This is an optimization exercise on Yosys and OpenROAD, whose aim is small area, not a production implementation. The RTL was checked by simulation tests, not by an equivalence proof against the original design. Power and IR drop assume default switching activity.

## JK
Design jbeat_crc, start of the top module:
module jbeat_crc (
  input  wire        clk,
  input  wire        rst,
  input  wire        req_valid,
  input  wire        req_write,
  input  wire [3:0]  req_addr,
  input  wire [31:0] req_wdata,
  output reg         rsp_valid,
  output wire [31:0] rsp_rdata,
  input  wire [31:0] len_src,
  input  wire [31:0] len_tgt,
  input  wire [31:0] len_pat,
  output reg         mem_en,
  output reg         mem_we,
  output reg  [1:0]  mem_sel,
  output wire [29:0] mem_addr,
  output reg  [3:0]  mem_wstrb,
  output wire [31:0] mem_wdata,
  input  wire [31:0] mem_rdata
);
Size: about 2000 cells after synthesis, roughly 440 flip-flops, about 270 I/O pins.
export LEC_CHECK = 0
export ABC_AREA = 1
export CAP_MARGIN = 20
export CORE_MARGIN = 2
export CORE_UTILIZATION = 40
export CTS_CLUSTER_DIAMETER = 80
export CTS_CLUSTER_SIZE = 30
export PLACE_DENSITY = 0.6
export SLEW_MARGIN = 20
create_clock -name core_clock -period 7.0 [get_ports {clk}]
run.sh (not shown) runs the stock make flow with config.mk's settings and CLKGATE_MAP_FILE= SYNTH_SCRIPT=/design/flow/synth_recipe.tcl, a recipe that flattens the netlist after the stock synthesis.
What MS does differently from JK at the input level:
Settings: CAP_MARGIN now 0, was 20; SLEW_MARGIN now 0, was 20.
==> flow/flow/run.sh (new file) <==
#!/bin/bash
# The standard layout (standard.sh) with three changes that do not touch what
# is built or measured:
#  - synthesis maps the logic with an area-oriented ABC script (abc_area.script
#    here, in a copy of the ORFS scripts folder; the registers are mapped
#    before ABC runs, so they are the standard synthesis's);
#  - every input and output port is buffered with sky130_fd_sc_hd__buf_1;
#  - CTS inserts no dummy loads.
# Each tool's output goes to the ORFS logs under orfs/logs; make's own output
# goes to standard_flow.log here.
set -euo pipefail
here=$(pwd)
rm -rf "$here/scripts"
cp -r "$FLOW_HOME/scripts" "$here/scripts"
cp "$here/flow/abc_area.script" "$here/scripts/abc_area.script"
bash standard.sh finish \
  "SCRIPTS_DIR=$here/scripts" \
  'BUFFER_PORTS_ARGS=-buffer_cell sky130_fd_sc_hd__buf_1' \
  'CTS_ARGS=-sink_clustering_enable -repair_clock_nets -sink_clustering_size 30 -sink_clustering_max_diameter 80 -dont_use_dummy_load' \
  > standard_flow.log 2>&1
==> flow/flow/abc_area.script (new file) <==
strash
dch
amap
==> flow/standard.sh (new file) <==
#!/bin/bash
# synth_recipe.tcl (not shown) runs the flow's synth.tcl, then flattens the netlist and writes it again
# the make line also repeats each setting of config.mk as NAME=value (left out here)
make -C /OpenROAD-flow-scripts/flow DESIGN_CONFIG=/design/flow/config.mk WORK_HOME=/design/flow/orfs CLKGATE_MAP_FILE= SYNTH_SCRIPT=/design/flow/synth_recipe.tcl "${@:-finish}"
removed: flow/run.sh
Notes after the runs:
Each of the runs, namely JK and MS, reached the end of the flow and came out clean.
Going from JK to MS, clock latency on the worst-skew pair shrinks by 20 ps.
Compared with JK, in MS switching part of the total power decreased 0.22 points; accumulated negative setup slack neither gained nor lost much; tightest hold margin decreased by 19 ps relative to the old numbers; routed wire length lost 6400 um.
In the flow results for JK and MS, the area of the core is larger on JK.
Input-level comparison between AL and MS:
Settings: CAP_MARGIN changed from 0 to 20; SLEW_MARGIN changed from 0 to 20.
Changes observed in AL relative to MS: sequential share of layout area ~0 delta, non-clock buffer count ~0 delta, global-route wire length before repair ~0 delta.
From MS to AL, via count of the first global-routing pass did not move at all.
There was hardly any difference in part of the cycle the worst path needs between AL and MS.
Summary of AL over MS: overall power stayed essentially flat, total routed wirelength stayed essentially flat, overall die area stayed essentially flat, combinational group share of total power stayed essentially flat.
Re static leakage power: no difference whatsoever between AL and MS.
Modified inputs, TR compared to AL
diff --git a/flow/flow/run.sh b/flow/flow/run.sh
--- a/flow/flow/run.sh
+++ b/flow/flow/run.sh
@@ -18,3 +18,3 @@
   'BUFFER_PORTS_ARGS=-buffer_cell sky130_fd_sc_hd__buf_1' \
-  'CTS_ARGS=-sink_clustering_enable -repair_clock_nets -sink_clustering_size 30 -sink_clustering_max_diameter 80 -dont_use_dummy_load' \
+  'CTS_ARGS=-sink_clustering_enable -repair_clock_nets -sink_clustering_size 40 -sink_clustering_max_diameter 70 -dont_use_dummy_load' \
   > standard_flow.log 2>&1
==> comparison <==
TR against AL: worst hold slack fell by 25 ps; filler cell count about even; arrival time of data at the critical path endpoint climbed 40 ps; detailed-routed wire length on met3 higher.

========
jbeat_crc, a different RTL version from the one above (not shown whole).
Size in the first run: ~2000 cells after synthesis, roughly 460 flip-flops, roughly 270 I/O pins.
Design jbeat_crc, start of the top module:
module jbeat_crc (
  input  wire        clk,
  input  wire        rst,
  input  wire        req_valid,
  input  wire        req_write,
  input  wire [3:0]  req_addr,
  input  wire [31:0] req_wdata,
  output reg         rsp_valid,
  output wire [31:0] rsp_rdata,
  input  wire [31:0] len_src,
  input  wire [31:0] len_tgt,
  input  wire [31:0] len_pat,
  output reg         mem_en,
  output reg         mem_we,
  output reg  [1:0]  mem_sel,
  output wire [29:0] mem_addr,
  output reg  [3:0]  mem_wstrb,
  output wire [31:0] mem_wdata,
  input  wire [31:0] mem_rdata
);
clock: 7.0 ns
lec_check: 0
abc_area: 1
cap_margin: 20
core_margin: 2
core_utilization: 40
place_density: 0.6
slew_margin: 20
Stock flow here: none of the scripts above is used.
Rerun with:
==> flow/flow/run.sh (new file) <==
#!/bin/bash
# The standard layout, except that the input and output ports are buffered
# with the smallest buffer (sky130_fd_sc_hd__buf_1) instead of the default
# choice of buffer_ports. Every port still gets its own buffer.
set -euo pipefail
bash standard.sh finish 'BUFFER_PORTS_ARGS=-buffer_cell sky130_fd_sc_hd__buf_1' > standard_flow.log 2>&1
==> flow/standard.sh (new file) <==
#!/bin/bash
# synth_recipe.tcl (not shown) runs the flow's synth.tcl, then flattens the netlist and writes it again
# the make line also repeats each setting of config.mk as NAME=value (left out here)
make -C /OpenROAD-flow-scripts/flow DESIGN_CONFIG=/design/flow/config.mk WORK_HOME=/design/flow/orfs CLKGATE_MAP_FILE= SYNTH_SCRIPT=/design/flow/synth_recipe.tcl "${@:-finish}"
ABC_CLOCK_PERIOD_IN_PS = 50000   (was default)
CTS_CLUSTER_DIAMETER = 80   (was default)
CTS_CLUSTER_SIZE = 30   (was default)
removed: flow/run.sh
=> Area after synthesis stays the same. Fmax increases by a few percent. Register-to-register slack is better by 0.15 ns. Routed wire length decreases by a few percent. Power decreases by about a fifth. Worst setup slack is better by 0.15 ns. Synthesized cell count does not change. Global-route usage decreases by 1.4 points.
Rerun with:
==> flow/run.sh (new file) <==
#!/bin/bash
# synth_recipe.tcl (not shown) runs the flow's synth.tcl, then flattens the netlist and writes it again
# the make line also repeats each setting of config.mk as NAME=value (left out here)
make -C /OpenROAD-flow-scripts/flow DESIGN_CONFIG=/design/flow/config.mk WORK_HOME=/design/flow/orfs CLKGATE_MAP_FILE= SYNTH_SCRIPT=/design/flow/synth_recipe.tcl finish
ABC_AREA = default   (was 1)
ABC_CLOCK_PERIOD_IN_PS = default   (was 50000)
CTS_CLUSTER_DIAMETER = default   (was 80)
CTS_CLUSTER_SIZE = default   (was 30)
removed: flow/flow/run.sh
removed: flow/standard.sh
Combinational power went down by 39%.
Design area rose by 14%.
Critical path depth drops by 16.
Die area grows by 0.42%.

static timing again, ports no longer ideal:
The flow's constraints put no driver on any port. The routed layouts listed below were extracted and timed again, unchanged, in two steps.
Step 1 (the two cells are an assumption about what drives the block):
set clk [get_ports {clk}]
set_driving_cell -lib_cell sky130_fd_sc_hd__clkbuf_16 $clk
set_driving_cell -lib_cell sky130_fd_sc_hd__buf_2 [delete_from_list [all_inputs] $clk]
Step 2 moves the port delays by t, midway between the first and last clock arrival at a register: inputs arrive t later, outputs are due t later. That takes back most of the time a late clock gives input paths.
Three values: ideal, step 1, step 2; two values: the first two.
run	shift t [ns]	setup slack, ns	hold WS [ns]	latest minus earliest clock arrival (ns)	worst data-port slew with drivers (ns)
JK	0.619	1.238 / 1.238 / 1.238	0.311 / 0.311 / 0.311	0.034 / 0.033	0.07
MS	0.586	0.726 / 0.726 / 0.726	0.293 / 0.293 / 0.293	0.057 / 0.056	0.07
AL	0.586	0.726 / 0.726 / 0.726	0.293 / 0.293 / 0.293	0.057 / 0.056	0.07
TR	0.597	0.684 / 0.684 / 0.684	0.267 / 0.267 / 0.267	0.073 / 0.073	0.08
the first run of note 2	0.641	0.568 / 0.568 / 0.568	0.310 / 0.310 / 0.310	0.032 / 0.032	0.10
the second run of note 2	0.625	0.722 / 0.722 / 0.722	0.323 / 0.323 / 0.323	0.031 / 0.031	0.10
the third run of note 2	0.629	0.389 / 0.389 / 0.389	0.321 / 0.321 / 0.321	0.029 / 0.029	0.08
After both steps every run listed still meets setup and hold.
